Source: an optimization exercise on an open RTL-to-GDS flow (aim: small area, a short achievable clock period and few clock cycles). Production flows keep margins and buffers that such runs may drop. Where RTL was checked, it was by simulation tests only, not by an equivalence proof against the original. For run 5, only the layout was checked, not whether the RTL still works. Power figures rest on the tool's default switching activity, not on a simulated workload.

File: design/flow/run.sh
#!/bin/bash
# synth_recipe.tcl (not shown) runs the flow's synth.tcl, then flattens the netlist and writes it again
# the make line also repeats each setting of config.mk as NAME=value (left out here)
make -C /OpenROAD-flow-scripts/flow DESIGN_CONFIG=/design/flow/config.mk WORK_HOME=/design/flow/orfs CLKGATE_MAP_FILE= SYNTH_SCRIPT=/design/flow/synth_recipe.tcl finish
File: design/flow/config.mk
export PLATFORM = sky130hd
export DESIGN_NAME = dai_line_decoder
export DESIGN_NICKNAME = dai_line_decoder
export VERILOG_FILES = /design/flow/design.v
export SDC_FILE = /design/flow/constraint.sdc
export NUM_CORES = 4
export LEC_CHECK = 0
export CAP_MARGIN = 20
export CORE_MARGIN = 2
export CORE_UTILIZATION = 65
export CTS_CLUSTER_DIAMETER = 70
export CTS_CLUSTER_SIZE = 30
export PLACE_DENSITY = 0.72
export SETUP_SLACK_MARGIN = 4.6
export SLEW_MARGIN = 20
File: design/flow/constraint.sdc
create_clock -name core_clock -period 7.5 [get_ports {clk}]
set_input_delay 1.5000 -clock core_clock [delete_from_list [all_inputs] [get_ports {clk}]]
set_output_delay 1.5000 -clock core_clock [all_outputs]
set_load 0.01 [all_outputs]
File: design/flow/design.v
module dai_line_decoder (
    input  wire        clk,
    input  wire        rst,
    input  wire        in_valid,
    output wire        in_ready,
    input  wire [7:0]  in_data,
    input  wire        in_last,
    output wire        px_valid,
    input  wire        px_ready,
    output wire [31:0] px_data,
    output wire        st_valid,
    input  wire        st_ready,
    output wire [8:0]  st_rows,
    output wire        st_brk,
    output wire [1:0]  st_fault,
    output wire [15:0] st_creg,
    output wire [3:0]  st_prevbg,
    output wire [15:0] st_unknown,
    output wire [15:0] st_text,
    output wire [15:0] st_unread
);
    localparam [8:0] ROW_CAP = 9'd260;
    localparam [8:0] BRK_AT  = 9'd212;
    localparam [1:0] F_NONE  = 2'd0;
    localparam [1:0] F_SHORT = 2'd1;    
    localparam [1:0] F_WIDTH = 2'd2;    
    localparam [2:0] S_CTRL  = 3'd0;
    localparam [2:0] S_COL   = 3'd1;
    localparam [2:0] S_PAY   = 3'd2;
    localparam [2:0] S_DRAIN = 3'd3;
    localparam [2:0] S_STAT  = 3'd4;
    localparam [2:0] S_CLR   = 3'd5;
    reg        f0_v, f1_v;
    reg [8:0]  f0, f1;           
    wire       pop;
    wire       push = in_valid && !f1_v;
    assign in_ready = !f1_v;
    always @(posedge clk) begin
        if (rst) begin
            f0_v <= 1'b0;
            f1_v <= 1'b0;
        end else if (pop) begin
            if (f1_v) begin
                f0   <= f1;
                f1_v <= 1'b0;
            end else begin
                f0   <= {in_last, in_data};
                f0_v <= push;
            end
        end else if (!f0_v) begin
            f0   <= {in_last, in_data};
            f0_v <= push;
        end else if (push) begin
            f1   <= {in_last, in_data};
            f1_v <= 1'b1;
        end
    end
    wire       h_v  = f0_v;
    wire [7:0] h    = f0[7:0];
    wire       hl   = f0[8];
    reg [2:0]  state;
    reg [7:0]  ctrl_r;
    reg [7:0]  col_r;
    reg [7:0]  prem;         
    reg        pfirst;       
    reg [7:0]  hi_r;         
    reg        pay_nz;       
    reg [3:0]  creg [0:3];
    reg [8:0]  rows;
    reg        brk;
    reg [1:0]  fault;
    reg [15:0] n_unknown;
    reg [15:0] n_text;
    reg [15:0] n_unread;
    wire [1:0] disp = ctrl_r[7:6];
    wire [1:0] res  = ctrl_r[5:4];
    wire [3:0] rep  = ctrl_r[3:0];
    wire       nuc  = col_r[6];
    wire       is_gfx = nuc && !disp[0];
    wire       is_row = is_gfx && (res != 2'd3);
    wire       c_nuc = h[6];
    wire       c_unknown = c_nuc && disp[0] && (res != 2'd3);
    reg  [7:0] c_plast;      
    always @(*) begin
        if (!c_nuc)
            c_plast = 8'd1;
        else if (!disp[0])
            case (res)
                2'd0:    c_plast = 8'd21;
                2'd1:    c_plast = 8'd43;
                2'd2:    c_plast = 8'd87;
                default: c_plast = 8'd131;
            endcase
        else
            c_plast = 8'd131;
    end
    reg [703:0] ring;                      
    wire [15:0] r_head = ring[15:0];
    wire [15:0] r_tail = ring[703:688];
    reg  [2:0]  pend;        
    reg         pact;        
    reg  [3:0]  reps;        
    reg         rv;          
    reg  [5:0]  bidx;        
    reg         g16;         
    reg  [1:0]  gres;        
    reg  [3:0]  pbr;         
    reg  [3:0]  pbs;         
    reg         pxv_r;
    reg  [31:0] pxd_r;
    wire out_free = !pxv_r || px_ready;
    wire gen_idle = !pact && (reps == 4'd0);
    wire first_e  = pact && out_free;
    wire rep_e    = rv && out_free;
    wire beat_e   = first_e || rep_e;
    wire [2:0] p_m = (res == 2'd2) ? 3'd1 : (res == 2'd1) ? 3'd2 : 3'd4;
    wire at_row  = (state == S_PAY) && is_row;
    wire pay_lo  = !prem[0];    
    wire row_go  = at_row && h_v && (pay_lo ? (!pact || ((pend == 3'd1) && first_e))
                                            : (!pfirst || gen_idle));
    wire lo_take = row_go && pay_lo;
    wire        sh_dup = first_e && (pend != 3'd1);
    wire        sh_rot = first_e ? ((pend == 3'd1) && row_end && (reps != 4'd0))
                                 : (rep_e && !(row_end && (reps == 4'd1)));
    wire        sh     = lo_take || sh_dup || sh_rot;
    wire [15:0] tail_in = lo_take ? {hi_r, h} : (sh_dup ? r_tail : r_head);
    always @(posedge clk)
        if (sh) ring <= {tail_in, ring[703:16]};
    wire [15:0] src = r_tail;
    wire [7:0]  shi = src[15:8];
    wire [7:0]  slo = src[7:0];
    wire [3:0]  fg  = slo[7:4];
    wire [3:0]  bg  = slo[3:0];
    wire [15:0] vals = g16 ? {fg, fg, bg, pbr}
                           : {creg[3], creg[2], creg[1], creg[0]};
    reg  [7:0]  s1, s0;      
    integer i;
    always @(*) begin
        for (i = 0; i < 8; i = i + 1) begin
            s1[i] = shi[i];
            s0[i] = g16 ? ((shi >> (i + 1)) != 8'd0) : slo[i];
        end
    end
    wire [1:0] q = bidx[1:0];
    reg  [7:0] c1, c0;
    always @(*) begin
        case (gres)
            2'd2: begin c1 = s1; c0 = s0; end
            2'd1: begin
                c1 = q[0] ? {s1[3], s1[3], s1[2], s1[2], s1[1], s1[1], s1[0], s1[0]}
                          : {s1[7], s1[7], s1[6], s1[6], s1[5], s1[5], s1[4], s1[4]};
                c0 = q[0] ? {s0[3], s0[3], s0[2], s0[2], s0[1], s0[1], s0[0], s0[0]}
                          : {s0[7], s0[7], s0[6], s0[6], s0[5], s0[5], s0[4], s0[4]};
            end
            default: begin
                c1 = {{4{s1[7 - 2*q]}}, {4{s1[6 - 2*q]}}};
                c0 = {{4{s0[7 - 2*q]}}, {4{s0[6 - 2*q]}}};
            end
        endcase
    end
    reg  [31:0] word;        
    integer k;
    always @(*) begin
        for (k = 0; k < 8; k = k + 1)
            word[4*k +: 4] = vals[4*{c1[7-k], c0[7-k]} +: 4];
    end
    wire pair_end = (gres == 2'd2) || ((gres == 2'd1) ? q[0] : (q == 2'd3));
    wire row_end  = (bidx == 6'd43);
    assign px_valid = pxv_r;
    assign px_data  = pxd_r;
    always @(posedge clk) begin
        if (out_free)
            pxd_r <= word;
    end
    wire [15:0] hdr = {ctrl_r, col_r};
    wire        last_pay = (prem == 8'd0);
    wire [8:0]  room  = ROW_CAP - rows;
    wire [8:0]  want  = {5'd0, rep} + 9'd1;
    wire [8:0]  ncopy = (want < room) ? want : room;
    reg  [4:0]  ncopy_r;     
    reg         cap_r;       
    reg  st_v_r;
    assign st_valid = st_v_r;
    wire st_fire = st_v_r && st_ready;
    assign pop = h_v && ((state == S_CTRL) || (state == S_COL) ||
                         (state == S_DRAIN) ||
                         ((state == S_PAY) && (!is_row || row_go)));
    assign st_rows    = rows;
    assign st_brk     = brk;
    assign st_fault   = fault;
    assign st_creg    = {creg[3], creg[2], creg[1], creg[0]};
    assign st_prevbg  = pbr;
    assign st_unknown = n_unknown;
    assign st_text    = n_text;
    assign st_unread  = n_unread;
    always @(posedge clk) begin
        if (rst) begin
            state     <= S_CTRL;
            pay_nz    <= 1'b0;
            creg[0]   <= 4'd1;
            creg[1]   <= 4'd9;
            creg[2]   <= 4'd12;
            creg[3]   <= 4'd15;
            rows      <= 9'd0;
            brk       <= 1'b0;
            fault     <= F_NONE;
            n_unknown <= 16'd0;
            n_text    <= 16'd0;
            n_unread  <= 16'd0;
            pend      <= 3'd0;
            pact      <= 1'b0;
            reps      <= 4'd0;
            rv        <= 1'b0;
            bidx      <= 6'd0;
            pbr       <= 4'd0;
            pxv_r     <= 1'b0;
            st_v_r    <= 1'b0;
        end else begin
            st_v_r <= (state == S_STAT) && !st_fire && gen_idle && !pxv_r;
            if (beat_e)
                rv <= sh_rot;
            if (beat_e) begin
                pxv_r <= 1'b1;
                bidx  <= row_end ? 6'd0 : bidx + 6'd1;
                if (first_e)
                    pend <= pend - 3'd1;
                if (first_e)
                    pact <= (pend != 3'd1);
                if (rep_e && row_end)
                    reps <= reps - 4'd1;
                if (row_end && (first_e ? (reps != 4'd0) : (reps != 4'd1)))
                    pbr <= pbs;
                else if (pair_end && g16 && (shi != 8'd0))
                    pbr <= bg;
            end else if (px_ready) begin
                pxv_r <= 1'b0;
            end
            case (state)
                S_CTRL: if (h_v) begin
                    ctrl_r <= h;
                    if (hl) begin
                        fault <= F_SHORT;
                        state <= S_STAT;
                    end else begin
                        state <= S_COL;
                    end
                end
                S_COL: if (h_v) begin
                    col_r  <= h;
                    prem   <= c_plast;
                    pfirst <= 1'b1;
                    ncopy_r <= ncopy[4:0];
                    cap_r   <= (want >= room);
                    pay_nz <= 1'b0;
                    if (c_unknown) begin
                        n_unknown <= n_unknown + 16'd1;
                        state <= hl ? S_STAT : S_CTRL;
                    end else if (hl) begin
                        fault <= F_SHORT;
                        state <= S_STAT;
                    end else begin
                        state <= S_PAY;
                    end
                end
                S_PAY: if (pop) begin
                    prem   <= prem - 8'd1;
                    pfirst <= 1'b0;
                    if (h != 8'd0)
                        pay_nz <= 1'b1;
                    if (is_row) begin
                        if (!pay_lo)
                            hi_r <= h;
                        if (pfirst) begin
                            if (!disp[1] && col_r[7] && !brk)
                                creg[col_r[5:4]] <= col_r[3:0];
                            pbs  <= pbr;
                            g16  <= disp[1];
                            gres <= res;
                        end
                        if (pay_lo)
                            pend <= p_m;
                        if (pay_lo)
                            pact <= 1'b1;
                    end
                    if (last_pay) begin
                        if (is_gfx) begin
                            if (!is_row) begin
                                fault <= F_WIDTH;
                                state <= hl ? S_STAT : S_DRAIN;
                            end else begin
                                rows  <= rows + {4'd0, ncopy_r};
                                reps  <= ncopy_r[3:0] - 4'd1;
                                state <= hl ? S_STAT : cap_r ? S_DRAIN : S_CTRL;
                            end
                        end else begin
                            if (ctrl_r == 8'h7A)
                                n_text <= n_text + 16'd1;
                            else if (hdr == 16'h3088 && rows == BRK_AT && !brk)
                                brk <= 1'b1;
                            else if (hdr == 16'h3088 && brk)
                                ;    
                            else if (hdr == 16'h0000 || hdr == 16'hFFFF)
                                ;    
                            else if (!nuc && !pay_nz && h == 8'd0)
                                ;    
                            else
                                n_unknown <= n_unknown + 16'd1;
                            state <= hl ? S_STAT : S_CTRL;
                        end
                    end else if (hl) begin
                        fault <= F_SHORT;
                        state <= S_STAT;
                    end
                end
                S_DRAIN: if (h_v) begin
                    n_unread <= n_unread + 16'd1;
                    if (hl)
                        state <= S_STAT;
                end
                S_STAT: if (st_fire)
                    state <= S_CLR;
                S_CLR: begin
                    creg[0]   <= 4'd1;
                    creg[1]   <= 4'd9;
                    creg[2]   <= 4'd12;
                    creg[3]   <= 4'd15;
                    pbr       <= 4'd0;
                    rows      <= 9'd0;
                    brk       <= 1'b0;
                    fault     <= F_NONE;
                    n_unknown <= 16'd0;
                    n_text    <= 16'd0;
                    n_unread  <= 16'd0;
                    bidx      <= 6'd0;
                    state     <= S_CTRL;
                end
                default: state <= S_CTRL;
            endcase
        end
    end
endmodule
==> metrics.cfg, run 1 <==
[synth]
seq_area_frac_synth_pct = 81.34
ys_types = 69
async_flop_share_pct = 0
yosys_warnings = 1
ys_seq_elements = 903
synth_top_area_share_pct = 75.95
synth_edf_count = 816
syn_nets = 1864
avgSynthCellArea_um2 = 17.77
postSynthCellCount = 1816
synth_top_cell_by_area = edfxtp_1
syn_area_um2 = 32260
yosysMostFrequentCell = edfxtp_1
synth.top_cells.by_count = edfxtp_1 (816), nand2_1 (133), dfxtp_1 (87), a21oi_1 (80), nor2_1 (72)
synth_top_cells_by_area = edfxtp_1 (76%), dfxtp_1 (5.4%), mux4_2 (2.2%), nand2_1 (1.5%), ha_1 (1.3%)
synth_ff_type = edfxtp_1

[detailed_routing]
drt_iter0_markers = 1406
drc = 0
routedWlPerCell_um = 22.55
via_count = 16195
dr.pass1.iters = 5
wirelength_um = 61090
via_per_inst = 5.978
detail-route-antenna-nets = 0

[clock_network]
clk_path_buf_depth = 3
cts-root-buf = clkbuf_16
clkSinkCount = 903
htree_levels = 2
clkSlewWorstSetupHoldPaths_ns = 0.12
cts_tree = done
numCtsBuffers = 42
clkLatencyLatePin_ns = 0.62
hold_buffers = 0

[pwr]
p_sw_w = 0.001657
p_per_area_nw_per_um2 = 223.6
clkPwrFrac_pct = 32.7
total_power_w = 0.008242
ir_drop_mv = 0.2077
switching_share_pct = 20.10
p_int_w = 0.006585
seqPwrFrac_pct = 66.0
power.leakage_nw = 12.09
combPwrFrac_pct = 1.3

[timing]
max_slew_margin_pct = 28.76
fin_crit_ns = 2.878
finalMaxSlewViolations = 0
tightest_slew_ns = 1.060
period_share_pct = 38.37
whs_ns = 0.4152
hold_viol = 0
setup_viol = 0
rsz0062_at_grt = true
max_freq_ghz = 0.3475
skew_ns = 0.03689
fin_setup_tns_ns = 0

[layout]
syn_to_final_growth_pct = 14.22
drive_above_1_share_pct = 15.89
finalNetCount = 2066
fin_util_pct = 75.29
fillCellCount = 2907
n_antenna_cell = 0

[placed_design]
gp_congestion = 0.8714
dp_hpwl_um = 34600
io_buffers = 128

[floorplanning]
die_h_um = 226.8
core_area_um2 = 48950
ioPinCount = 129
rows = 81
initial_utilization_pct = 65.91
die_area_um2 = 51440
die_x_um = 226.8

[grt]
first_global_vias = 15584
antenna_found_initial = 2
grt_pass1_wl_um = 90620
grt_usage_pct = 23.77
grt_max_degree = 101
gr-total-overflow = 0

[critical_path]
required_ns = 6.00
crit_path_end = st_brk
crit_chain = dlygate4sd2_1
r2r_start = ring[702]
path_max_fanout = 4
path_buf_inv = 1
reg2reg_to = pxd_r[10]
critPathLaunchType = flip-flop
max_stage_delay_ns = 0.43
worst-path-stages = 1
reg2reg_slack_ns = 4.64
ff2ff_path_depth = 6
crit_path_end_kind = primary output
cp.arrival_ns = 1.38
crit_type = reg2out
worst_path_max_delay_cell = dfxtp_1
critPathLaunch = brk
cp_top_family = flip-flops

[status]
status = complete, no violations

[flow_run]
maxCapViolations = 0

[hold_path]
hold_class = reg2reg

## worst min-delay path by stage
stage / startpoint / end / slack, ns / cells after the start
final: ring[93] / ring[77] / 0.42 / 0
after global placement: ring[452] / ring[436] / 0.40 / 0
after floorplan: ring[16] / ring[0] / 0.40 / 0
after CTS: ring[93] / ring[77] / 0.42 / 0
after detailed placement: ring[129] / ring[113] / 0.40 / 0
after global routing: ring[91] / ring[75] / 0.42 / 0
## routing by layer
metal | GRT usage (%) | share of wire [%] | routed length (um)
met1 | 34.34 | 43 | 26320
met2 | 37.92 | 48 | 29260
met3 | 3.356 | 6.2 | 3768
met4 | 8.149 | 2.9 | 1746
met5 | 0 | 0 | 0
## layout make-up
cell class                 instances  area (um^2)  area share [%]
inverter                          54        216.5          0.5873
sequential                       903        26310           71.39
clock buffer                      51         1106           3.001
multi-input combinational        810         5967           16.19
clock inverter                    20        254.0          0.6892
tap                              664        830.8           2.254
timing repair buffer             207         2170           5.887
## metrics by stage
stage	std cells	cell area [um^2]	setup WS, ns
final	2709	36850	4.622
after global routing	2709	36850	4.514
after CTS	2690	36620	4.597
after detailed placement	2572	34530	2.135
after global placement	2571	34520	2.149
after floorplan	1816	32520	-11.24
## power by group through the flow
stage          logic (W)  clock network, W  registers, W
6_report        0.000108           0.00270       0.00544
5_1_grt         0.000116           0.00292       0.00544
4_1_cts         0.000106           0.00275       0.00544
3_5_place_dp    0.000101                 0       0.00555
3_3_place_gp   0.0000993                 0       0.00555
2_1_floorplan  0.0000728                 0       0.00554
## cell usage in the layout (no fill, tap or decap), types with 12 or more instances in the layout
master	instances
a21oi_2	13
or2_2	14
o21ai_0	45
nand2_1	128
a21oi_1	66
dfxtp_1	47
xnor2_1	22
xor2_1	14
nand3_1	43
mux2i_1	29
buf_4	54
edfxtp_1	816
or3_1	14
nor3_1	12
nand4_1	22
nand2b_1	17
nor2_1	71
and3_1	15
inv_1	49
dlygate4sd2_1	110
mux2_2	26
mux4_2	31
dfxtp_2	34
ha_1	31
clkbuf_16	44
o31ai_1	15
and2_1	12
## flip-flops by register name, indices dropped and copies added (netlist names), 5 cells and up
name / cells
n_text: 16
creg: 16
hi_r: 8
f1: 9
rows: 9
col_r: 8
n_unknown: 16
ctrl_r: 8
ncopy_r: 5
pxd_r: 32
ring: 704
n_unread: 16
prem: 8
bidx: 6
f0: 9
## cells by family (layout without fill, tap and decap cells)
family                   Yosys count  in the layout  synth area share, %
AND/OR/NAND/NOR                  430            431                6.755
XOR/XNOR                          36             36               0.9772
adder cells (fa/ha/maj)           34             34                1.342
buffers and inverters            106            332                1.245
multiplexers                      86             86                3.971
AO/OA/AOI/OAI                    221            223                4.367
flip-flops                       903            903                81.34
## timing repair
action / in CTS / in global routing
gates cloned: 11 / 3
endpoints found under the setup margin: 1027 / 622
buffers inserted: 36 / 16
pin swaps: 10 / 9
gates resized for setup: 209 / 32
Testbench counts, summed over its fixed seeds: cycles 490,151.
==> run 2, diff against run 1 <==
--- a/design/flow/config.mk
+++ b/design/flow/config.mk
@@ -7,9 +7,9 @@
 export LEC_CHECK = 0
 export CAP_MARGIN = 20
 export CORE_MARGIN = 2
-export CORE_UTILIZATION = 65
+export CORE_UTILIZATION = 75
 export CTS_CLUSTER_DIAMETER = 70
 export CTS_CLUSTER_SIZE = 30
-export PLACE_DENSITY = 0.72
+export PLACE_DENSITY = 0.8
 export SETUP_SLACK_MARGIN = 4.6
 export SLEW_MARGIN = 20
==> run 2 against run 1 <==
The run now fails in 5_1_grt. Synthesized area is the same. Synthesized cell count did not move.
==> metrics.cfg, run 2 <==
[placed_design]
io_buffers = 128
gp_congestion = 0.9027
post-place-cells = 2443
dp_hpwl_um = 40350

[clock_network]
htree_levels = 2
clkSinkCount = 903
numCtsBuffers = 40
hold_buffers = 0
clk_path_buf_depth = 3
cts-root-buf = clkbuf_16

[timing]
crit_endpoint = creg[1][3]$_SDFFCE_PN1P_/D
worstEpCategory = sequential cell input

[status]
haltStage = 5_1_grt
firstError = [ERROR DPL-0033] detailed placement checks failed during check placement.
status = aborted with a tool error

[synth]
yosys_warnings = 1
synth_top_cell_by_area = edfxtp_1
async_flop_share_pct = 0
ys_types = 69
postSynthCellCount = 1816
avgSynthCellArea_um2 = 17.77
synth_top_cells_by_area = edfxtp_1 (76%), dfxtp_1 (5.4%), mux4_2 (2.2%), nand2_1 (1.5%), ha_1 (1.3%)
synth_ff_type = edfxtp_1
synth_top_area_share_pct = 75.95
syn_nets = 1864
synth_edf_count = 816
syn_area_um2 = 32260
ys_seq_elements = 903
yosysMostFrequentCell = edfxtp_1
seq_area_frac_synth_pct = 81.34
synth.top_cells.by_count = edfxtp_1 (816), nand2_1 (133), dfxtp_1 (87), a21oi_1 (80), nor2_1 (72)

[floorplanning]
die_x_um = 211.4
initial_utilization_pct = 76.41
die_h_um = 211.4
ioPinCount = 129
rows = 75

[grt]
grt_max_degree = 124
antenna_found_initial = 26

-- run 2: cell counts after synthesis --
Identical to the previous run, type by type.
-- run 2: kinds of logic after synthesis --
kind of cell	after synthesis	share of synthesized area, %
AO/OA/AOI/OAI	221	4.367
multiplexers	86	3.971
XOR/XNOR	36	0.9772
buffers and inverters	106	1.245
flip-flops	903	81.34
adder cells (fa/ha/maj)	34	1.342
AND/OR/NAND/NOR	430	6.755
-- run 2: worst max-delay path by stage --
stage             start          to  cells after the start
2_1_floorplan  px_ready     ring[0]                      3
3_3_place_gp   px_ready   ring[294]                      7
3_5_place_dp   px_ready   ring[358]                      7
4_1_cts         prem[3]  n_text[12]                      6
-- run 2: power groups by stage --
stage / clock (W) / combinational, W / sequential, W
CTS: 0.00271 / 0.000109 / 0.00544
global placement: 0 / 0.0000983 / 0.00555
floorplan: 0 / 0.0000728 / 0.00554
detailed placement: 0 / 0.000102 / 0.00555
-- run 2: metrics by stage --
stage	hold WS [ns]	utilization (%)	instance area (um^2)	setup slack (ns)
detailed placement	0.4045	81.42	34380	1.908
CTS	0.4231	86.40	36480	4.605
floorplan	0.4003	-	32520	-11.24
global placement	0.4005	81.42	34380	2.150
-- run 2: timing repair --
action / in CTS
pin swaps: 12
endpoints found under the setup margin: 1041
resized for setup: 215
buffers inserted: 37
cloned: 13
==> run 3, diff against run 2 <==
==> design/flow/flow/run.sh (new file) <==
#!/bin/bash
# Own layout flow: the standard flow, with ORFS's delay cells kept out of
# everything after synthesis (so port buffers and repairs use plain buffers).
# Each tool's output goes to a log file of its own in the work folder.
set -euo pipefail

# 1. the standard synthesis, unchanged
bash standard.sh synth > synth.log 2>&1

# 2. the rest of the standard flow, with the delay cells marked don't-use
cat >> config.mk <<'MK'
export DONT_USE_CELLS += sky130_fd_sc_hd__clkdlybuf4s15_1 sky130_fd_sc_hd__clkdlybuf4s15_2 sky130_fd_sc_hd__clkdlybuf4s18_1 sky130_fd_sc_hd__clkdlybuf4s18_2 sky130_fd_sc_hd__clkdlybuf4s25_1 sky130_fd_sc_hd__clkdlybuf4s25_2 sky130_fd_sc_hd__clkdlybuf4s50_1 sky130_fd_sc_hd__clkdlybuf4s50_2 sky130_fd_sc_hd__dlygate4sd1_1 sky130_fd_sc_hd__dlygate4sd2_1 sky130_fd_sc_hd__dlygate4sd3_1 sky130_fd_sc_hd__dlymetal6s2s_1 sky130_fd_sc_hd__dlymetal6s4s_1 sky130_fd_sc_hd__dlymetal6s6s_1
MK
bash standard.sh > layout.log 2>&1
==> design/flow/standard.sh (new file) <==
#!/bin/bash
# synth_recipe.tcl (not shown) runs the flow's synth.tcl, then flattens the netlist and writes it again
# the make line also repeats each setting of config.mk as NAME=value (left out here)
make -C /OpenROAD-flow-scripts/flow DESIGN_CONFIG=/design/flow/config.mk WORK_HOME=/design/flow/orfs CLKGATE_MAP_FILE= SYNTH_SCRIPT=/design/flow/synth_recipe.tcl "${@:-finish}"
--- a/design/flow/config.mk
+++ b/design/flow/config.mk
@@ -7,9 +7,10 @@
 export LEC_CHECK = 0
 export CAP_MARGIN = 20
 export CORE_MARGIN = 2
-export CORE_UTILIZATION = 75
+export CORE_UTILIZATION = 65
 export CTS_CLUSTER_DIAMETER = 70
 export CTS_CLUSTER_SIZE = 30
-export PLACE_DENSITY = 0.8
+export PLACE_DENSITY = 0.72
 export SETUP_SLACK_MARGIN = 4.6
 export SLEW_MARGIN = 20
+export DONT_USE_CELLS += sky130_fd_sc_hd__clkdlybuf4s15_1 sky130_fd_sc_hd__clkdlybuf4s15_2 sky130_fd_sc_hd__clkdlybuf4s18_1 sky130_fd_sc_hd__clkdlybuf4s18_2 sky130_fd_sc_hd__clkdlybuf4s25_1 sky130_fd_sc_hd__clkdlybuf4s25_2 sky130_fd_sc_hd__clkdlybuf4s50_1 sky130_fd_sc_hd__clkdlybuf4s50_2 sky130_fd_sc_hd__dlygate4sd1_1 sky130_fd_sc_hd__dlygate4sd2_1 sky130_fd_sc_hd__dlygate4sd3_1 sky130_fd_sc_hd__dlymetal6s2s_1 sky130_fd_sc_hd__dlymetal6s4s_1 sky130_fd_sc_hd__dlymetal6s6s_1
removed: design/flow/run.sh
==> run 3 against run 2 <==
The run now finishes clean. Synthesized area did not move. Synthesized cell count did not move.
==> metrics.cfg, run 3 <==
[detailed_routing]
detail-route-antenna-nets = 0
via_per_inst = 5.925
wirelength_um = 57370
drt_iter0_markers = 1488
routedWlPerCell_um = 21.27
dr.pass1.iters = 7
via_count = 15981
drc = 0

[pwr]
total_power_w = 0.008244
p_per_area_nw_per_um2 = 230.9
power.leakage_nw = 11.18
ir_drop_mv = 0.2150

[critical_path]
path_max_fanout = 7
ff2ff_path_depth = 11
required_ns = 7.86
r2r_start = reps[0]
reg2reg_to = creg[2][3]
crit_type = in2reg
crit_path_end_kind = flip-flop
cp.arrival_ns = 3.29
critPathLaunch = px_ready
critPathLaunchType = input pin
reg2reg_slack_ns = 4.63
crit_path_end = creg[2][3]

[layout]
largest-register = ring
regArea_um2 = 26260
biggestRegsByFlops = ring x704, pxd_r x32
fin_cells = 2697
multi_input_area_um2 = 5934
fin_area_um2 = 35700
largest_reg_flops = 704
fin_util_pct = 72.93
finalNetCount = 2053
drive_above_1_share_pct = 12.20
final_common_cell = edfxtp_1
final_cell_mix = edfxtp_1 (816), buf_1 (153), nand2_1 (127), dfxtp_1 (82)
syn_to_final_growth_pct = 10.64
fillCellCount = 3021

[timing]
fin_crit_ns = 2.926
hold_viol = 0
tightest_slew_ns = 1.069
max_slew_margin_pct = 28.14
max_freq_ghz = 0.3418
fin_setup_tns_ns = 0
finalMaxSlewViolations = 0
period_share_pct = 39.01
rsz0062_at_grt = true
skew_ns = 0.02365
setup_viol = 0

[synth]
yosysMostFrequentCell = edfxtp_1
synth.top_cells.by_count = edfxtp_1 (816), nand2_1 (133), dfxtp_1 (87), a21oi_1 (80), nor2_1 (72)
synth_top_cell_by_area = edfxtp_1
yosys_warnings = 1
synth_top_area_share_pct = 75.95
syn_nets = 1864
ys_types = 69
avgSynthCellArea_um2 = 17.77
syn_area_um2 = 32260
async_flop_share_pct = 0
ys_seq_elements = 903
postSynthCellCount = 1816
synth_ff_type = edfxtp_1
seq_area_frac_synth_pct = 81.34
synth_edf_count = 816
synth_top_cells_by_area = edfxtp_1 (76%), dfxtp_1 (5.4%), mux4_2 (2.2%), nand2_1 (1.5%), ha_1 (1.3%)

[placed_design]
dp_hpwl_um = 33690
gp_congestion = 0.8839
post-place-cells = 2571
io_buffers = 128
placed_area_um2 = 33690

[grt]
met3_usage_pct = 2.864
grt_usage_pct = 22.36
first_global_vias = 15123
global_route.usage.met1_pct = 33.35
globalRoute.busiestLayer = met2
grt_pass1_wl_um = 86550
grt_max_degree = 88
globalRouteMet2Util_pct = 34.90
antenna_found_initial = 2
gr-total-overflow = 0

[floorplanning]
die_x_um = 226.8
ioPinCount = 129
initial_utilization_pct = 65.91
core_area_um2 = 48950
rows = 81
die_area_um2 = 51440
die_h_um = 226.8

[clock_network]
cts-root-buf = clkbuf_16
numCtsBuffers = 42
cts_tree = done
htree_levels = 2
hold_buffers = 0
clk_path_buf_depth = 3
clkSinkCount = 903
clkSlewWorstSetupHoldPaths_ns = 0.10
clkLatencyLatePin_ns = 0.61

[status]
status = complete, no violations

[flow_run]
maxCapViolations = 0

[hold_path]
hold_class = reg2reg

## run 3: cell counts after synthesis
Identical to the previous run, type by type.
## run 3: worst min path at each step
stage,from,cells past startpoint,to,slack (ns)
2_1_floorplan,ring[16],0,ring[0],0.40
3_3_place_gp,ring[459],0,ring[443],0.40
3_5_place_dp,ring[133],0,ring[117],0.40
4_1_cts,ring[609],0,ring[593],0.41
5_1_grt,ring[609],0,ring[593],0.42
6_report,ring[609],0,ring[593],0.42
## run 3: cell families after synthesis
family	synth area share, %
buffers and inverters	1.245
AND/OR/NAND/NOR	6.755
XOR/XNOR	0.9772
multiplexers	3.971
adder cells (fa/ha/maj)	1.342
flip-flops	81.34
AO/OA/AOI/OAI	4.367
## run 3: routing by layer
metal / wire length [um] / vias up
li1: - / 7373
met1: 25400 / 7962
met2: 26890 / 545
met3: 3565 / 101
met4: 1517 / 0
met5: 0 / -
## run 3: timing repair
action                     in CTS  in global routing
buffers inserted               34                 13
gates cloned                    6                  1
resized for setup              39                 21
setup endpoints to repair     897                508
pin swaps                       7                  7
## run 3: per-stage QoR
step,setup WS (ns),hold WS (ns)
after floorplan,-11.24,0.4003
after global placement,3.336,0.4002
after detailed placement,3.214,0.4045
after CTS,4.604,0.4088
after global routing,4.485,0.4184
final,4.574,0.4174
## run 3: area by class of cell
class / instances / area share, %
Clock inverter: 19 / 0.6905
Multi-Input combinational cell: 809 / 16.62
Tap cell: 664 / 2.327
Antenna cell: 1 / 0.007010
Clock buffer: 52 / 3.196
Timing Repair Buffer: 195 / 3.011
Sequential cell: 903 / 73.55
Inverter: 54 / 0.5958
## run 3: worst max-delay path, stage by stage
cell and delay [ns]:
buf_6 0.09, nor2b_4 0.05, o211ai_1 0.19, buf_4 0.16, nand4_1 0.12, buf_4 0.21, a2111oi_4 0.35, buf_6 0.17
nand3b_1 0.16, or2_4 0.29
## run 3: power by group
part	internal [W]	switching, W	leakage [nW]
clock	0.00120	0.00150	0.676
combinational	0.0000329	0.0000665	2.56
sequential	0.00541	0.0000224	7.95
total	0.00665	0.00159	11.2
==> run 4, diff against run 3 <==
--- a/design/flow/config.mk
+++ b/design/flow/config.mk
@@ -11,6 +11,6 @@
 export CTS_CLUSTER_DIAMETER = 70
 export CTS_CLUSTER_SIZE = 30
 export PLACE_DENSITY = 0.72
-export SETUP_SLACK_MARGIN = 4.6
+export SETUP_SLACK_MARGIN = 4.75
 export SLEW_MARGIN = 20
 export DONT_USE_CELLS += sky130_fd_sc_hd__clkdlybuf4s15_1 sky130_fd_sc_hd__clkdlybuf4s15_2 sky130_fd_sc_hd__clkdlybuf4s18_1 sky130_fd_sc_hd__clkdlybuf4s18_2 sky130_fd_sc_hd__clkdlybuf4s25_1 sky130_fd_sc_hd__clkdlybuf4s25_2 sky130_fd_sc_hd__clkdlybuf4s50_1 sky130_fd_sc_hd__clkdlybuf4s50_2 sky130_fd_sc_hd__dlygate4sd1_1 sky130_fd_sc_hd__dlygate4sd2_1 sky130_fd_sc_hd__dlygate4sd3_1 sky130_fd_sc_hd__dlymetal6s2s_1 sky130_fd_sc_hd__dlymetal6s4s_1 sky130_fd_sc_hd__dlymetal6s6s_1
==> run 4 against run 3 <==
Utilization grew 1.7 points. Sequential share of layout area fell by 1.6 points. Via count grew 2.2%. Fmax grew 1.6%. Cell count grew 1.5%. First-iteration DRC count fell by 0.47%. Non-clock buffer count grew 44. Clock skew increased by 0.013 ns. Synthesized area did not move. Largest power group unchanged.
==> metrics.cfg, run 4 <==
[critical_path]
worst_path_max_delay_cell = a2111oi_4
reg2reg_slack_ns = 4.70
max_stage_delay_ns = 0.35
crit_type = in2reg
crit_path_end = creg[2][3]
cp.arrival_ns = 3.25
critPathLaunchType = input pin
critPathLaunch = px_ready
reg2reg_to = ring[462]
crit_chain = buf_8, nor2b_4, o211ai_1, nand4_1, buf_4, a2111oi_4, buf_6, nand3b_1, or2_4
path_max_fanout = 6
r2r_start = state[0]
crit_path_end_kind = flip-flop
required_ns = 7.87
ff2ff_path_depth = 10

[detailed_routing]
via_count = 16340
drc = 0
wirelength_um = 59080
dr.pass1.iters = 5
drt_iter0_markers = 1481
routedWlPerCell_um = 21.58
detail-route-antenna-nets = 0
via_per_inst = 5.970

[clock_network]
clkSinkCount = 903
hold_buffers = 0
clk_path_buf_depth = 3
numCtsBuffers = 42
cts_tree = done
htree_levels = 2
cts-root-buf = clkbuf_16
clkSlewWorstSetupHoldPaths_ns = 0.11
clkLatencyLatePin_ns = 0.62

[synth]
seq_area_frac_synth_pct = 81.34
synth.top_cells.by_count = edfxtp_1 (816), nand2_1 (133), dfxtp_1 (87), a21oi_1 (80), nor2_1 (72)
syn_nets = 1864
synth_top_cells_by_area = edfxtp_1 (76%), dfxtp_1 (5.4%), mux4_2 (2.2%), nand2_1 (1.5%), ha_1 (1.3%)
yosys_warnings = 1
synth-compound-area-share_pct = 4.367
async_flop_share_pct = 0
synth_top_area_share_pct = 75.95
synth-simple-area-share_pct = 6.755
yosysMostFrequentCell = edfxtp_1
ys_seq_elements = 903
synthAdderAreaFrac_pct = 1.342
ys_types = 69
postSynthCellCount = 1816
avgSynthCellArea_um2 = 17.77
syn_area_um2 = 32260
synth_top_family_by_area = simple AND/OR/NAND/NOR gates
synth_edf_count = 816
synth_top_cell_by_area = edfxtp_1
synth_ff_type = edfxtp_1
synth_xor_area_share_pct = 0.9772
synthMuxAreaShare_pct = 3.971

[timing]
rsz0062_at_grt = true
tightest_slew_ns = 0.8432
setup_viol = 0
period_share_pct = 38.39
finalMaxSlewViolations = 0
skew_ns = 0.03659
fin_crit_ns = 2.879
hold_viol = 0
worst_slack_ns = 4.621
max_slew_margin_pct = 43.79
max_freq_ghz = 0.3473

[pwr]
total_power_w = 0.008295
ir_drop_mv = 0.1878
power.leakage_nw = 11.56
p_per_area_nw_per_um2 = 227.0

[hold_path]
hold_class = reg2reg

[layout]
finalNetCount = 2098
largest_reg_flops = 704
biggestRegsByFlops = ring x704, pxd_r x32
n_antenna_cell = 0
syn_to_final_growth_pct = 13.25
final_cell_mix = edfxtp_1 (816), buf_1 (169), nand2_1 (127), nor2_1 (70), a21oi_1 (55)
final_common_cell = edfxtp_1
fin_util_pct = 74.65
drive_above_1_share_pct = 17.08
largest-register = ring
fillCellCount = 2915

[placed_design]
dp_hpwl_um = 33070
gp_congestion = 0.8852
io_buffers = 128
post-place-ws_ns = 2.437

[floorplanning]
die_h_um = 226.8
die_x_um = 226.8
ioPinCount = 129
rows = 81
die_area_um2 = 51440
core_area_um2 = 48950
initial_utilization_pct = 65.91

[grt]
antenna_found_initial = 2
grt_pass1_wl_um = 87460
gr-total-overflow = 0
grt_usage_pct = 22.60
grt_max_degree = 66
first_global_vias = 15154

[flow_run]
maxCapViolations = 0

[status]
status = complete, no violations

==> run 4: final cells by class <==
class                      count  area, um^2  area share (%)
clock buffer                  44        1080           2.955
clock inverter                23       312.8          0.8560
inverter                      54       220.2          0.6027
multi-input combinational    810        6285           17.20
sequential                   903       26300           71.99
tap                          664       830.8           2.274
timing repair buffer         239        1508           4.126
==> run 4: how the worst min path moves through the flow <==
stage	startpoint	to	slack, ns	cells past startpoint
final	ring[573]	ring[557]	0.41	0
after global routing	ring[656]	ring[640]	0.41	0
after CTS	ring[656]	ring[640]	0.41	0
after detailed placement	ring[118]	ring[102]	0.40	0
after global placement	ring[678]	ring[662]	0.40	0
after floorplan	ring[16]	ring[0]	0.40	0
==> run 4: layer usage <==
layer,GRT usage (%),vias to the layer above,share of wire [%]
li1,-,7469,-
met1,33.90,8214,44
met2,34.66,549,47
met3,3.278,108,6.7
met4,7.683,0,3.0
met5,0,-,0
==> run 4: worst max-delay path, delay by kind of cell <==
kind / cells / cell delay, ns
AOI/OAI and AO/OA: 2 / 0.57
buffers and inverters: 3 / 0.48
and+or+nand+nor: 4 / 0.68
==> run 4: stage by stage <==
step,instances,setup TNS [ns],area (um^2),hold WS [ns]
after CTS,2698,0,35970,0.4131
after detailed placement,2570,0,33780,0.4045
after global routing,2737,0,36540,0.4096
after floorplan,1816,-7733.27,32650,0.4003
final,2737,0,36540,0.4085
after global placement,2570,0,33780,0.4014
==> run 4: timing repair <==
action | in CTS | in global routing
resized for setup | 77 | 96
endpoints found under the setup margin | 968 | 863
pin swaps | 15 | 23
cloned | 13 | 5
setup buffers | 48 | 34
hold endpoints to repair | 0 | 0
==> run 4: kinds of logic (layout without fill, tap and decap cells) <==
logic type | count (synthesis) | in the layout
flip-flops | 903 | 903
AND/OR/NAND/NOR | 430 | 431
AO/OA/AOI/OAI | 221 | 223
buffers and inverters | 106 | 360
multiplexers | 86 | 86
XOR/XNOR | 36 | 36
adder cells (fa/ha/maj) | 34 | 34
==> run 4: report_power, final <==
group          internal [W]  switching [W]
combinational     0.0000362      0.0000710
clock               0.00121        0.00154
sequential          0.00541      0.0000238
==> run 5, diff against run 4 <==
--- a/design/flow/design.v
+++ b/design/flow/design.v
@@ -116,9 +116,9 @@
     wire [2:0] p_m = (res == 2'd2) ? 3'd1 : (res == 2'd1) ? 3'd2 : 3'd4;
     wire at_row  = (state == S_PAY) && is_row;
     wire pay_lo  = !prem[0];    
-    wire row_go  = at_row && h_v && (pay_lo ? (!pact || ((pend == 3'd1) && first_e))
-                                            : (!pfirst || gen_idle));
-    wire lo_take = row_go && pay_lo;
+    wire hi_take = at_row && h_v && !pay_lo && (!pfirst || gen_idle);
+    wire lo_take = at_row && h_v && pay_lo && (!pact || ((pend == 3'd1) && first_e));
+    wire row_go  = hi_take || lo_take;
     wire        sh_dup = first_e && (pend != 3'd1);
     wire        sh_rot = first_e ? ((pend == 3'd1) && row_end && (reps != 4'd0))
                                  : (rep_e && !(row_end && (reps == 4'd1)));
@@ -262,26 +262,28 @@
                         state <= S_PAY;
                     end
                 end
-                S_PAY: if (pop) begin
+                S_PAY: begin
+                if (pop) begin
                     prem   <= prem - 8'd1;
                     pfirst <= 1'b0;
                     if (h != 8'd0)
                         pay_nz <= 1'b1;
-                    if (is_row) begin
-                        if (!pay_lo)
-                            hi_r <= h;
-                        if (pfirst) begin
-                            if (!disp[1] && col_r[7] && !brk)
-                                creg[col_r[5:4]] <= col_r[3:0];
-                            pbs  <= pbr;
-                            g16  <= disp[1];
-                            gres <= res;
-                        end
-                        if (pay_lo)
-                            pend <= p_m;
-                        if (pay_lo)
-                            pact <= 1'b1;
+                end
+                if (hi_take) begin
+                    hi_r <= h;
+                    if (pfirst) begin
+                        if (!disp[1] && col_r[7] && !brk)
+                            creg[col_r[5:4]] <= col_r[3:0];
+                        pbs  <= pbr;
+                        g16  <= disp[1];
+                        gres <= res;
                     end
+                end
+                if (lo_take) begin
+                    pend <= p_m;
+                    pact <= 1'b1;
+                end
+                if (pop) begin
                     if (last_pay) begin
                         if (is_gfx) begin
                             if (!is_row) begin
@@ -312,6 +314,7 @@
                         state <= S_STAT;
                     end
                 end
+                end
                 S_DRAIN: if (h_v) begin
                     n_unread <= n_unread + 16'd1;
                     if (hl)
==> design/flow/run.sh (new file) <==
#!/bin/bash
# synth_recipe.tcl (not shown) runs the flow's synth.tcl, then flattens the netlist and writes it again
# the make line also repeats each setting of config.mk as NAME=value (left out here)
make -C /OpenROAD-flow-scripts/flow DESIGN_CONFIG=/design/flow/config.mk WORK_HOME=/design/flow/orfs CLKGATE_MAP_FILE= SYNTH_SCRIPT=/design/flow/synth_recipe.tcl finish
==> design/flow/config.mk (replaced) <==
export PLATFORM = sky130hd
export DESIGN_NAME = dai_line_decoder
export DESIGN_NICKNAME = dai_line_decoder
export VERILOG_FILES = /design/flow/design.v
export SDC_FILE = /design/flow/constraint.sdc
export NUM_CORES = 4
export LEC_CHECK = 0
export CAP_MARGIN = 20
export CORE_MARGIN = 2
export CORE_UTILIZATION = 65
export CTS_CLUSTER_DIAMETER = 70
export CTS_CLUSTER_SIZE = 30
export PLACE_DENSITY = 0.72
export SETUP_SLACK_MARGIN = 4.6
export SLEW_MARGIN = 20
removed: design/flow/flow/run.sh
removed: design/flow/standard.sh
==> run 5 against run 4 <==
Utilization is 0.86 points higher. Largest power group unchanged. Via count is 3.1% lower. Non-clock buffer count is 33 lower. Total power is 0.18% higher. Die area is 0.65% lower. Cell count is 3.9% lower. Global-route usage is 0.47 points higher. Flip-flop and latch count stayed put. Clock skew is 0.0010 ns lower. Clock-buffer cell count is 1 lower.
==> metrics.cfg, run 5 <==
[clock_network]
clkSlewWorstSetupHoldPaths_ns = 0.10
clk_path_buf_depth = 3
clkLatencyLatePin_ns = 0.61
cts-root-buf = clkbuf_16
hold_buffers = 0
numCtsBuffers = 42
htree_levels = 2
clkSinkCount = 903
cts_tree = done

[critical_path]
cp.arrival_ns = 1.37
path_buf_inv = 1
critPathLaunch = creg[1][0]
max_stage_delay_ns = 0.46
required_ns = 6.00
crit_path_end_kind = primary output
crit_chain = dlygate4sd2_1
cp_top_family = flip-flops
path_max_fanout = 2
worst_path_max_delay_cell = edfxtp_1
crit_type = reg2out
critPathLaunchType = flip-flop
r2r_start = state[2]

[grt]
grt_usage_pct = 23.07
gr-total-overflow = 0
antenna_found_initial = 2
grt_max_degree = 60
first_global_vias = 14838
grt_pass1_wl_um = 87740

[synth]
synth_top_cell_by_area = edfxtp_1
ys_types = 76
synth_top_cells_by_area = edfxtp_1 (76%), dfxtp_1 (5.4%), mux4_2 (2.2%), mux2_2 (1.5%), ha_1 (1.3%)
ys_seq_elements = 903
syn_nets = 1778
avgSynthCellArea_um2 = 18.53
postSynthCellCount = 1730
yosys_warnings = 1
synth_ff_type = edfxtp_1
async_flop_share_pct = 0
yosysMostFrequentCell = edfxtp_1
seq_area_frac_synth_pct = 81.89
synth_edf_count = 816
synth.top_cells.by_count = edfxtp_1 (816), dfxtp_1 (87), nor2_1 (87), nand2_1 (83), a21oi_1 (68)
syn_area_um2 = 32050
synth_top_area_share_pct = 76.45

[floorplanning]
core_area_um2 = 48850
rows = 81
die_h_um = 226.1
ioPinCount = 129
die_area_um2 = 51100
die_x_um = 226.1
initial_utilization_pct = 65.61

[placed_design]
io_buffers = 128
dp_hpwl_um = 32200
gp_congestion = 0.8634

[detailed_routing]
detail-route-antenna-nets = 0
drc = 0
dr.pass1.iters = 7
routedWlPerCell_um = 23.06
wirelength_um = 60670
via_per_inst = 6.015
via_count = 15826
drt_iter0_markers = 1731

[timing]
period_share_pct = 38.25
max_freq_ghz = 0.3486
skew_ns = 0.03554
tightest_slew_ns = 1.024
rsz0062_at_grt = true
setup_viol = 0
max_slew_margin_pct = 31.17
finalMaxSlewViolations = 0
hold_viol = 0
fin_crit_ns = 2.869
fin_setup_tns_ns = 0

[layout]
syn_to_final_growth_pct = 15.09
largest-register = ring
drive_above_1_share_pct = 16.89
largest_reg_flops = 704
finalNetCount = 1990
final_cell_mix = edfxtp_1 (816), dlygate4sd2_1 (116), nor2_1 (86), nand2_1 (80), a21oi_1 (60)
final_common_cell = edfxtp_1
fin_util_pct = 75.51
fillCellCount = 2808
biggestRegsByFlops = ring x704, pxd_r x32

[pwr]
p_per_area_nw_per_um2 = 225.3
ir_drop_mv = 0.3234
power.leakage_nw = 12.25
p_sw_w = 0.001618
switching_share_pct = 19.47
p_int_w = 0.006692
seqPwrFrac_pct = 65.4
clkPwrFrac_pct = 33.5
combPwrFrac_pct = 1.1

[hold_path]
hold_class = reg2reg
hp-start = ring[478]

[flow_run]
maxCapViolations = 0

[status]
status = complete, no violations

[run 5: cell types whose count changed after synthesis, sizes merged, moves of 10 or more]
cell and change:
a21oi -12, clkbuf -15, inv -10, mux2 +18, nand2 -49, nand3 -13
nor2 +16, o21ai -10, o31ai -11, or2 -12, xor2 +11
[run 5: worst paths after layout]
check        cells past startpoint  slack (ns)         end
max                              1        4.63  st_creg[4]
min                              0        0.40   ring[462]
max reg2reg                      6        4.66  n_text[15]
min reg2reg                      0        0.40   ring[462]
[run 5: routing by layer]
layer	wire length [um]	GRT usage (%)
met1	26880	35.46
met2	28740	35.54
met3	3876	3.370
met4	1149	5.815
met5	13	0
[run 5: layout make-up]
type	instances	area [um^2]	share of cell area, %
Sequential cell	903	26310	71.32
Multi-Input combinational cell	743	5829	15.80
Timing Repair Buffer	206	2296	6.224
Clock buffer	43	1076	2.917
Tap cell	664	830.8	2.252
Clock inverter	25	347.8	0.9430
Inverter	44	177.7	0.4817
Timing Repair inverter	2	17.52	0.04749
Antenna cell	1	2.502	0.006784
[run 5: cell families after synthesis]
group / synth area share, %
flops: 81.89
xor+xnor: 1.284
buf+inv: 1.062
mux: 4.724
fa+ha+maj: 1.351
compound gates: 3.556
simple gates: 6.137
[run 5: through the flow]
step / instances / instance area [um^2] / worst slack, ns / hold WS, ns / total power (W)
finish: 2631 / 36890 / 4.631 / 0.4008 / 0.008310
global route: 2630 / 36880 / 4.487 / 0.4036 / 0.008534
detailed placement: 2492 / 34280 / 2.530 / 0.4045 / 0.005638
CTS: 2607 / 36580 / 4.583 / 0.4035 / 0.008357
global placement: 2492 / 34270 / 2.586 / 0.4004 / 0.005636
floorplan: 1730 / 32240 / -28.13 / 0.4003 / 0.005596
[run 5: power by group through the flow]
stage	registers, W	logic (W)	clock network, W
final	0.00543	0.0000913	0.00278
after global routing	0.00544	0.0000982	0.00300
after global placement	0.00555	0.0000868	0
after detailed placement	0.00555	0.0000895	0
after floorplan	0.00554	0.0000569	0
after CTS	0.00543	0.0000887	0.00284
[run 5: repair_timing]
action                     4_1_cts  5_1_grt
pin swaps                        4        6
setup endpoints to repair      954      737
buffers inserted                29       17
hold endpoints to repair         0        0
gates resized for setup        207       23
cloned                          18        6
==> run 6, diff against run 5 <==
--- a/design/flow/design.v
+++ b/design/flow/design.v
@@ -263,58 +263,58 @@
                     end
                 end
                 S_PAY: begin
-                if (pop) begin
-                    prem   <= prem - 8'd1;
-                    pfirst <= 1'b0;
-                    if (h != 8'd0)
-                        pay_nz <= 1'b1;
-                end
-                if (hi_take) begin
-                    hi_r <= h;
-                    if (pfirst) begin
-                        if (!disp[1] && col_r[7] && !brk)
-                            creg[col_r[5:4]] <= col_r[3:0];
-                        pbs  <= pbr;
-                        g16  <= disp[1];
-                        gres <= res;
+                    if (pop) begin
+                        prem   <= prem - 8'd1;
+                        pfirst <= 1'b0;
+                        if (h != 8'd0)
+                            pay_nz <= 1'b1;
                     end
-                end
-                if (lo_take) begin
-                    pend <= p_m;
-                    pact <= 1'b1;
-                end
-                if (pop) begin
-                    if (last_pay) begin
-                        if (is_gfx) begin
-                            if (!is_row) begin
-                                fault <= F_WIDTH;
-                                state <= hl ? S_STAT : S_DRAIN;
+                    if (hi_take) begin
+                        hi_r <= h;
+                        if (pfirst) begin
+                            if (!disp[1] && col_r[7] && !brk)
+                                creg[col_r[5:4]] <= col_r[3:0];
+                            pbs  <= pbr;
+                            g16  <= disp[1];
+                            gres <= res;
+                        end
+                    end
+                    if (lo_take) begin
+                        pend <= p_m;
+                        pact <= 1'b1;
+                    end
+                    if (pop) begin
+                        if (last_pay) begin
+                            if (is_gfx) begin
+                                if (!is_row) begin
+                                    fault <= F_WIDTH;
+                                    state <= hl ? S_STAT : S_DRAIN;
+                                end else begin
+                                    rows  <= rows + {4'd0, ncopy_r};
+                                    reps  <= ncopy_r[3:0] - 4'd1;
+                                    state <= hl ? S_STAT : cap_r ? S_DRAIN : S_CTRL;
+                                end
                             end else begin
-                                rows  <= rows + {4'd0, ncopy_r};
-                                reps  <= ncopy_r[3:0] - 4'd1;
-                                state <= hl ? S_STAT : cap_r ? S_DRAIN : S_CTRL;
+                                if (ctrl_r == 8'h7A)
+                                    n_text <= n_text + 16'd1;
+                                else if (hdr == 16'h3088 && rows == BRK_AT && !brk)
+                                    brk <= 1'b1;
+                                else if (hdr == 16'h3088 && brk)
+                                    ;    
+                                else if (hdr == 16'h0000 || hdr == 16'hFFFF)
+                                    ;    
+                                else if (!nuc && !pay_nz && h == 8'd0)
+                                    ;    
+                                else
+                                    n_unknown <= n_unknown + 16'd1;
+                                state <= hl ? S_STAT : S_CTRL;
                             end
-                        end else begin
-                            if (ctrl_r == 8'h7A)
-                                n_text <= n_text + 16'd1;
-                            else if (hdr == 16'h3088 && rows == BRK_AT && !brk)
-                                brk <= 1'b1;
-                            else if (hdr == 16'h3088 && brk)
-                                ;    
-                            else if (hdr == 16'h0000 || hdr == 16'hFFFF)
-                                ;    
-                            else if (!nuc && !pay_nz && h == 8'd0)
-                                ;    
-                            else
-                                n_unknown <= n_unknown + 16'd1;
-                            state <= hl ? S_STAT : S_CTRL;
+                        end else if (hl) begin
+                            fault <= F_SHORT;
+                            state <= S_STAT;
                         end
-                    end else if (hl) begin
-                        fault <= F_SHORT;
-                        state <= S_STAT;
                     end
                 end
-                end
                 S_DRAIN: if (h_v) begin
                     n_unread <= n_unread + 16'd1;
                     if (hl)
==> design/flow/flow/run.sh (new file) <==
#!/bin/bash
# Own layout flow: the standard flow, with ORFS's delay cells kept out of
# everything after synthesis (so port buffers and repairs use plain buffers).
# Each tool's output goes to a log file of its own in the work folder.
set -euo pipefail

# 1. the standard synthesis, unchanged
bash standard.sh synth > synth.log 2>&1

# 2. the rest of the standard flow, with the delay cells marked don't-use
cat >> config.mk <<'MK'
export DONT_USE_CELLS += sky130_fd_sc_hd__clkdlybuf4s15_1 sky130_fd_sc_hd__clkdlybuf4s15_2 sky130_fd_sc_hd__clkdlybuf4s18_1 sky130_fd_sc_hd__clkdlybuf4s18_2 sky130_fd_sc_hd__clkdlybuf4s25_1 sky130_fd_sc_hd__clkdlybuf4s25_2 sky130_fd_sc_hd__clkdlybuf4s50_1 sky130_fd_sc_hd__clkdlybuf4s50_2 sky130_fd_sc_hd__dlygate4sd1_1 sky130_fd_sc_hd__dlygate4sd2_1 sky130_fd_sc_hd__dlygate4sd3_1 sky130_fd_sc_hd__dlymetal6s2s_1 sky130_fd_sc_hd__dlymetal6s4s_1 sky130_fd_sc_hd__dlymetal6s6s_1
MK
bash standard.sh > layout.log 2>&1
==> design/flow/standard.sh (new file) <==
#!/bin/bash
# synth_recipe.tcl (not shown) runs the flow's synth.tcl, then flattens the netlist and writes it again
# the make line also repeats each setting of config.mk as NAME=value (left out here)
make -C /OpenROAD-flow-scripts/flow DESIGN_CONFIG=/design/flow/config.mk WORK_HOME=/design/flow/orfs CLKGATE_MAP_FILE= SYNTH_SCRIPT=/design/flow/synth_recipe.tcl "${@:-finish}"
--- a/design/flow/config.mk
+++ b/design/flow/config.mk
@@ -13,3 +13,4 @@
 export PLACE_DENSITY = 0.72
 export SETUP_SLACK_MARGIN = 4.6
 export SLEW_MARGIN = 20
+export DONT_USE_CELLS += sky130_fd_sc_hd__clkdlybuf4s15_1 sky130_fd_sc_hd__clkdlybuf4s15_2 sky130_fd_sc_hd__clkdlybuf4s18_1 sky130_fd_sc_hd__clkdlybuf4s18_2 sky130_fd_sc_hd__clkdlybuf4s25_1 sky130_fd_sc_hd__clkdlybuf4s25_2 sky130_fd_sc_hd__clkdlybuf4s50_1 sky130_fd_sc_hd__clkdlybuf4s50_2 sky130_fd_sc_hd__dlygate4sd1_1 sky130_fd_sc_hd__dlygate4sd2_1 sky130_fd_sc_hd__dlygate4sd3_1 sky130_fd_sc_hd__dlymetal6s2s_1 sky130_fd_sc_hd__dlymetal6s4s_1 sky130_fd_sc_hd__dlymetal6s6s_1
removed: design/flow/run.sh
==> run 6 against run 5 <==
Flip-flop and latch count unchanged. First-iteration DRC count decreased by 17%. Setup slack got worse by 0.066 ns. Utilization down 2.8 points. Highest routed layer unchanged. Die area is the same. Sequential share of layout area up 2.6 points. Via count is 3.0% lower. Still clean on timing, DRC and antenna.
==> metrics.cfg, run 6 <==
[pwr]
ir_drop_mv = 0.2013
clkPwrFrac_pct = 32.7
seqPwrFrac_pct = 66.3
power.leakage_nw = 11.21
p_int_w = 0.006591
combPwrFrac_pct = 1.0
p_sw_w = 0.001607
switching_share_pct = 19.60
total_power_w = 0.008198
p_per_area_nw_per_um2 = 230.7

[placed_design]
io_buffers = 128
dp_hpwl_um = 31610
post-place-cells = 2492
gp_congestion = 0.8589

[synth]
synth_edf_count = 816
syn_area_um2 = 32050
syn_nets = 1778
synth_top_cells_by_area = edfxtp_1 (76%), dfxtp_1 (5.4%), mux4_2 (2.2%), mux2_2 (1.5%), ha_1 (1.3%)
postSynthCellCount = 1730
avgSynthCellArea_um2 = 18.53
async_flop_share_pct = 0
synth_top_area_share_pct = 76.45
seq_area_frac_synth_pct = 81.89
synth_ff_type = edfxtp_1
synth.top_cells.by_count = edfxtp_1 (816), dfxtp_1 (87), nor2_1 (87), nand2_1 (83), a21oi_1 (68)
ys_seq_elements = 903
synth_top_cell_by_area = edfxtp_1
yosys_warnings = 1
yosysMostFrequentCell = edfxtp_1
ys_types = 76

[clock_network]
cts-root-buf = clkbuf_16
htree_levels = 2
clkLatencyLatePin_ns = 0.62
numCtsBuffers = 42
clkSlewWorstSetupHoldPaths_ns = 0.11
clk_path_buf_depth = 3
cts_tree = done
clkSinkCount = 903

[detailed_routing]
dr.pass1.iters = 5
wirelength_um = 55170
drt_iter0_markers = 1442
routedWlPerCell_um = 21.25
detail-route-antenna-nets = 0
via_per_inst = 5.916
via_count = 15359
drc = 0

[grt]
antenna_found_initial = 3
grt_usage_pct = 21.46
grt_max_degree = 122
first_global_vias = 14182
grt_pass1_wl_um = 82270
gr-total-overflow = 0

[floorplanning]
ioPinCount = 129
die_h_um = 226.1
core_area_um2 = 48850
die_area_um2 = 51100
rows = 81
die_x_um = 226.1
initial_utilization_pct = 65.61

[layout]
fillCellCount = 2964
syn_to_final_growth_pct = 10.86
finalNetCount = 1952
fin_cells = 2596
largest_reg_flops = 704
drive_above_1_share_pct = 12.75
largest-register = ring
final_cell_mix = edfxtp_1 (816), buf_1 (134), nor2_1 (86), dfxtp_1 (82), nand2_1 (81)
final_common_cell = edfxtp_1
biggestRegsByFlops = ring x704, pxd_r x32

[critical_path]
path_max_fanout = 121
required_ns = 7.76
reg2reg_to = ring[545]
r2r_start = ctrl_r[4]
cp.arrival_ns = 3.19
reg2reg_slack_ns = 4.57
crit_path_end_kind = flip-flop
critPathLaunchType = flip-flop
crit_type = reg2reg
ff2ff_path_depth = 7

[timing]
setup_viol = 0
max_freq_ghz = 0.3408
skew_ns = 0.02574
fin_setup_tns_ns = 0
finalMaxSlewViolations = 0
hold_viol = 0
tightest_slew_ns = 1.024
fin_crit_ns = 2.934
rsz0062_at_grt = true
period_share_pct = 39.12
max_slew_margin_pct = 31.15

[hold_path]
hold_class = reg2reg
hold_path_depth = 0
worstHoldEndpoint = ring[440]
hp-start = ring[456]

[flow_run]
maxCapViolations = 0

[status]
status = complete, no violations

## run 6: cell counts after synthesis
Identical to the previous run, type by type.
## run 6: area by class of cell
| cell class | instances | area (um^2) | area share (%) |
|---|---|---|---|
| sequential | 903 | 26250 | 73.89 |
| multi-input combinational | 743 | 5796 | 16.31 |
| timing repair buffer | 169 | 1091 | 3.071 |
| clock buffer | 44 | 1080 | 3.039 |
| tap | 664 | 830.8 | 2.338 |
| clock inverter | 26 | 290.3 | 0.8169 |
| inverter | 44 | 177.7 | 0.5000 |
| timing repair inverter | 1 | 8.758 | 0.02465 |
| antenna | 2 | 5.005 | 0.01409 |
## run 6: cells by family after synthesis
| kind of cell | after synthesis | share of synthesized area [%] |
|---|---|---|
| and+or+nand+nor | 374 | 6.137 |
| muxes | 107 | 4.724 |
| DFF | 903 | 81.89 |
| adders and majority gates | 34 | 1.351 |
| xor gates and xnor gates | 47 | 1.284 |
| AOI/OAI and AO/OA | 179 | 3.556 |
| buffers and inverters | 86 | 1.062 |
## run 6: how the worst max path moves through the flow
stage                    from  cells past startpoint    endpoint
floorplan            px_ready                      4     ring[0]
global placement     px_ready                      9    ring[13]
detailed placement   px_ready                      9   ring[141]
CTS                      f0_v                      6  n_text[15]
global route        ctrl_r[4]                      7   ring[671]
finish              ctrl_r[4]                      7   ring[545]
## run 6: metal layers
metal / vias up / GRT usage [%] / part of all wire [%]
met5: - / 0 / 0.024
met4: 2 / 6.473 / 2.5
met3: 82 / 3.201 / 5.9
met2: 454 / 31.61 / 45
met1: 7797 / 33.93 / 46
li1: 7024 / - / -
## run 6: repair_timing
| action | 4_1_cts | 5_1_grt |
|---|---|---|
| pin swaps | 6 | 5 |
| hold buffers | 0 | 0 |
| gates resized for setup | 53 | 15 |
| setup buffers | 8 | 10 |
| setup endpoints to repair | 886 | 711 |
| gates cloned | 9 | 5 |
## run 6: metrics by stage
step	util [%]	instance area [um^2]	setup WS (ns)	hold WS, ns
6_report	72.74	35530	4.566	0.4141
5_1_grt	72.73	35530	4.486	0.4269
4_1_cts	72.20	35270	4.583	0.4176
3_5_place_dp	68.49	33460	2.534	0.4045
3_3_place_gp	68.49	33460	2.678	0.4026
2_1_floorplan	-	32240	-28.13	0.4003
## run 6: power groups by stage
stage / registers [W] / logic [W] / clock network, W
final: 0.00543 / 0.0000820 / 0.00268
after global routing: 0.00544 / 0.0000901 / 0.00291
after CTS: 0.00543 / 0.0000813 / 0.00276
after detailed placement: 0.00555 / 0.0000781 / 0
after global placement: 0.00555 / 0.0000757 / 0
after floorplan: 0.00554 / 0.0000569 / 0
## run 6: worst max-delay path: stages, from the launching register on
cell and delay [ns]:
edfxtp_1 0.48, ha_2 0.31, nor3b_4 0.38, nand4_1 0.23
nand2b_4 0.29, o211ai_1 0.15, buf_6 0.21, buf_16 0.42
Testbench counts of run 6, summed over its fixed seeds: cycles 490,151.
==> run 7, diff against run 6 <==
--- a/design/flow/config.mk
+++ b/design/flow/config.mk
@@ -11,6 +11,6 @@
 export CTS_CLUSTER_DIAMETER = 70
 export CTS_CLUSTER_SIZE = 30
 export PLACE_DENSITY = 0.72
-export SETUP_SLACK_MARGIN = 4.6
+export SETUP_SLACK_MARGIN = 5
 export SLEW_MARGIN = 20
 export DONT_USE_CELLS += sky130_fd_sc_hd__clkdlybuf4s15_1 sky130_fd_sc_hd__clkdlybuf4s15_2 sky130_fd_sc_hd__clkdlybuf4s18_1 sky130_fd_sc_hd__clkdlybuf4s18_2 sky130_fd_sc_hd__clkdlybuf4s25_1 sky130_fd_sc_hd__clkdlybuf4s25_2 sky130_fd_sc_hd__clkdlybuf4s50_1 sky130_fd_sc_hd__clkdlybuf4s50_2 sky130_fd_sc_hd__dlygate4sd1_1 sky130_fd_sc_hd__dlygate4sd2_1 sky130_fd_sc_hd__dlygate4sd3_1 sky130_fd_sc_hd__dlymetal6s2s_1 sky130_fd_sc_hd__dlymetal6s4s_1 sky130_fd_sc_hd__dlymetal6s6s_1
==> run 7 against run 6 <==
Register-to-register slack improved by 0.24 ns. Flip-flop and latch count unchanged. Sequential share of layout area decreased by 7.9 points. Combinational power increased by 41%. Highest routed layer is now met4. Largest power group unchanged. First-iteration DRC count increased by 54%. Hold slack improved by 0.0035 ns.
==> metrics.cfg, run 7 <==
[timing]
finalMaxSlewViolations = 0
skew_ns = 0.03382
fin_setup_tns_ns = 0
max_slew_margin_pct = 40.53
max_freq_ghz = 0.3643
period_share_pct = 36.60
fin_crit_ns = 2.745
tightest_slew_ns = 0.8827
setup_viol = 0
rsz0062_at_grt = true
hold_viol = 0

[synth]
synth_edf_count = 816
syn_area_um2 = 32050
yosysMostFrequentCell = edfxtp_1
ys_seq_elements = 903
synth_ff_type = edfxtp_1
synth_top_cells_by_area = edfxtp_1 (76%), dfxtp_1 (5.4%), mux4_2 (2.2%), mux2_2 (1.5%), ha_1 (1.3%)
avgSynthCellArea_um2 = 18.53
yosys_warnings = 1
seq_area_frac_synth_pct = 81.89
syn_nets = 1778
postSynthCellCount = 1730
async_flop_share_pct = 0
ys_types = 76
synth_top_area_share_pct = 76.45
synth_top_cell_by_area = edfxtp_1
synth.top_cells.by_count = edfxtp_1 (816), dfxtp_1 (87), nor2_1 (87), nand2_1 (83), a21oi_1 (68)

[layout]
finalNetCount = 2275
fin_cells = 2919
drive_above_1_share_pct = 29.36
largest-register = ring
n_antenna_cell = 0
final_common_cell = edfxtp_1
largest_reg_flops = 704
final_cell_mix = edfxtp_1 (816), buf_1 (179), buf_6 (103), clkbuf_16 (88), nor2_1 (82)
syn_to_final_growth_pct = 24.83
biggestRegsByFlops = ring x704, pxd_r x32

[detailed_routing]
routedWlPerCell_um = 26.78
via_per_inst = 6.227
wirelength_um = 78170
detail-route-antenna-nets = 0
drt_iter0_markers = 2226
dr.pass1.iters = 5
drc = 0
via_count = 18177

[grt]
grt_max_degree = 72
antenna_found_initial = 2
first_global_vias = 15993
gr-total-overflow = 0
grt_pass1_wl_um = 95200
grt_usage_pct = 25.17

[placed_design]
io_buffers = 128
post-place-cells = 2496
dp_hpwl_um = 33230
gp_congestion = 0.8464

[pwr]
p_per_area_nw_per_um2 = 207.5
ir_drop_mv = 0.2558
power.leakage_nw = 13.29

[floorplanning]
initial_utilization_pct = 65.61
rows = 81
die_h_um = 226.1
core_area_um2 = 48850
ioPinCount = 129
die_x_um = 226.1
die_area_um2 = 51100

[clock_network]
htree_levels = 2
cts-root-buf = clkbuf_16
clkLatencyLatePin_ns = 0.63
clkSlewWorstSetupHoldPaths_ns = 0.11
clk_path_buf_depth = 3
cts_tree = done
clkSinkCount = 903
numCtsBuffers = 41

[critical_path]
max_stage_delay_ns = 0.46
cp.arrival_ns = 1.25
path_max_fanout = 2
worst_path_max_delay_cell = edfxtp_1
crit_path_end_kind = primary output
ff2ff_path_depth = 8
cp_top_family = flip-flops
required_ns = 6.00
path_buf_inv = 1
critPathLaunchType = flip-flop
worst-path-stages = 1
crit_type = reg2out
crit_chain = clkbuf_2

[flow_run]
maxCapViolations = 0

[hold_path]
hold_path_depth = 0
hold_class = reg2reg

[status]
status = complete, no violations

-- run 7: cell type report --
class                   count  area [um^2]
clock inverters            19        240.2
fillers                  2351         8841
repair buffers            490         4790
multi-input cells         745         6432
well taps                 664        830.8
repair inverters            2        17.52
flip-flops and latches    903        26420
inverters                  44        183.9
clock buffers              52         1099
-- run 7: report_power, final --
group,internal [W],switching [W]
logic,0.0000497,0.0000662
registers,0.00540,0.0000230
clock network,0.00114,0.00162
-- run 7: through the flow --
| step | cell area (um^2) | setup slack (ns) | hold slack [ns] | total power, W | utilization, % |
|---|---|---|---|---|---|
| after CTS | 37390 | 4.743 | 0.4154 | 0.008252 | 76.54 |
| final | 40010 | 4.755 | 0.4176 | 0.008302 | 81.90 |
| after detailed placement | 33390 | 3.062 | 0.4045 | 0.005625 | 68.35 |
| after global routing | 40010 | 4.742 | 0.4170 | 0.008489 | 81.90 |
| after floorplan | 32140 | -28.13 | 0.4003 | 0.005594 | - |
| after global placement | 33380 | 3.160 | 0.4002 | 0.005623 | 68.34 |
-- run 7: kinds of logic (layout without fill, tap and decap cells) --
family | after synthesis | count (layout) | share of synthesized area, %
AO/OA/AOI/OAI | 179 | 179 | 3.556
XOR/XNOR | 47 | 47 | 1.284
adder cells (fa/ha/maj) | 34 | 34 | 1.351
buffers and inverters | 86 | 607 | 1.062
flip-flops | 903 | 903 | 81.89
multiplexers | 107 | 107 | 4.724
AND/OR/NAND/NOR | 374 | 378 | 6.137
-- run 7: timing repair --
item	4_1_cts	5_1_grt
hold endpoints to repair	0	0
gates resized for setup	418	225
hold buffers	0	0
buffers inserted	167	89
setup endpoints to repair	1050	976
pin swaps	19	40
cloned	24	72
-- run 7: per-layer routing --
metal	vias up	global-route usage, %	routed length [um]
met5	-	0	0
met4	0	6.324	2412
met3	194	3.929	6145
met2	1075	39.61	38930
met1	9207	37.77	30680
li1	7701	-	-
-- run 7: worst paths after layout --
| check | startpoint | endpoint | slack, ns |
|---|---|---|---|
| max | creg[1][2] | st_creg[6] | 4.75 |
| min | ring[385] | ring[369] | 0.42 |
| max reg2reg | g16 | pxd_r[7] | 4.81 |
| min reg2reg | ring[385] | ring[369] | 0.42 |
-- run 7: worst register-to-register path: cells and delay by family (launching register included) --
family | cells | cell delay (ns)
muxes | 1 | 0.51
AOI/OAI and AO/OA | 4 | 0.62
and+or+nand+nor | 1 | 0.46
buffers and inverters | 2 | 0.31
DFF | 1 | 0.54
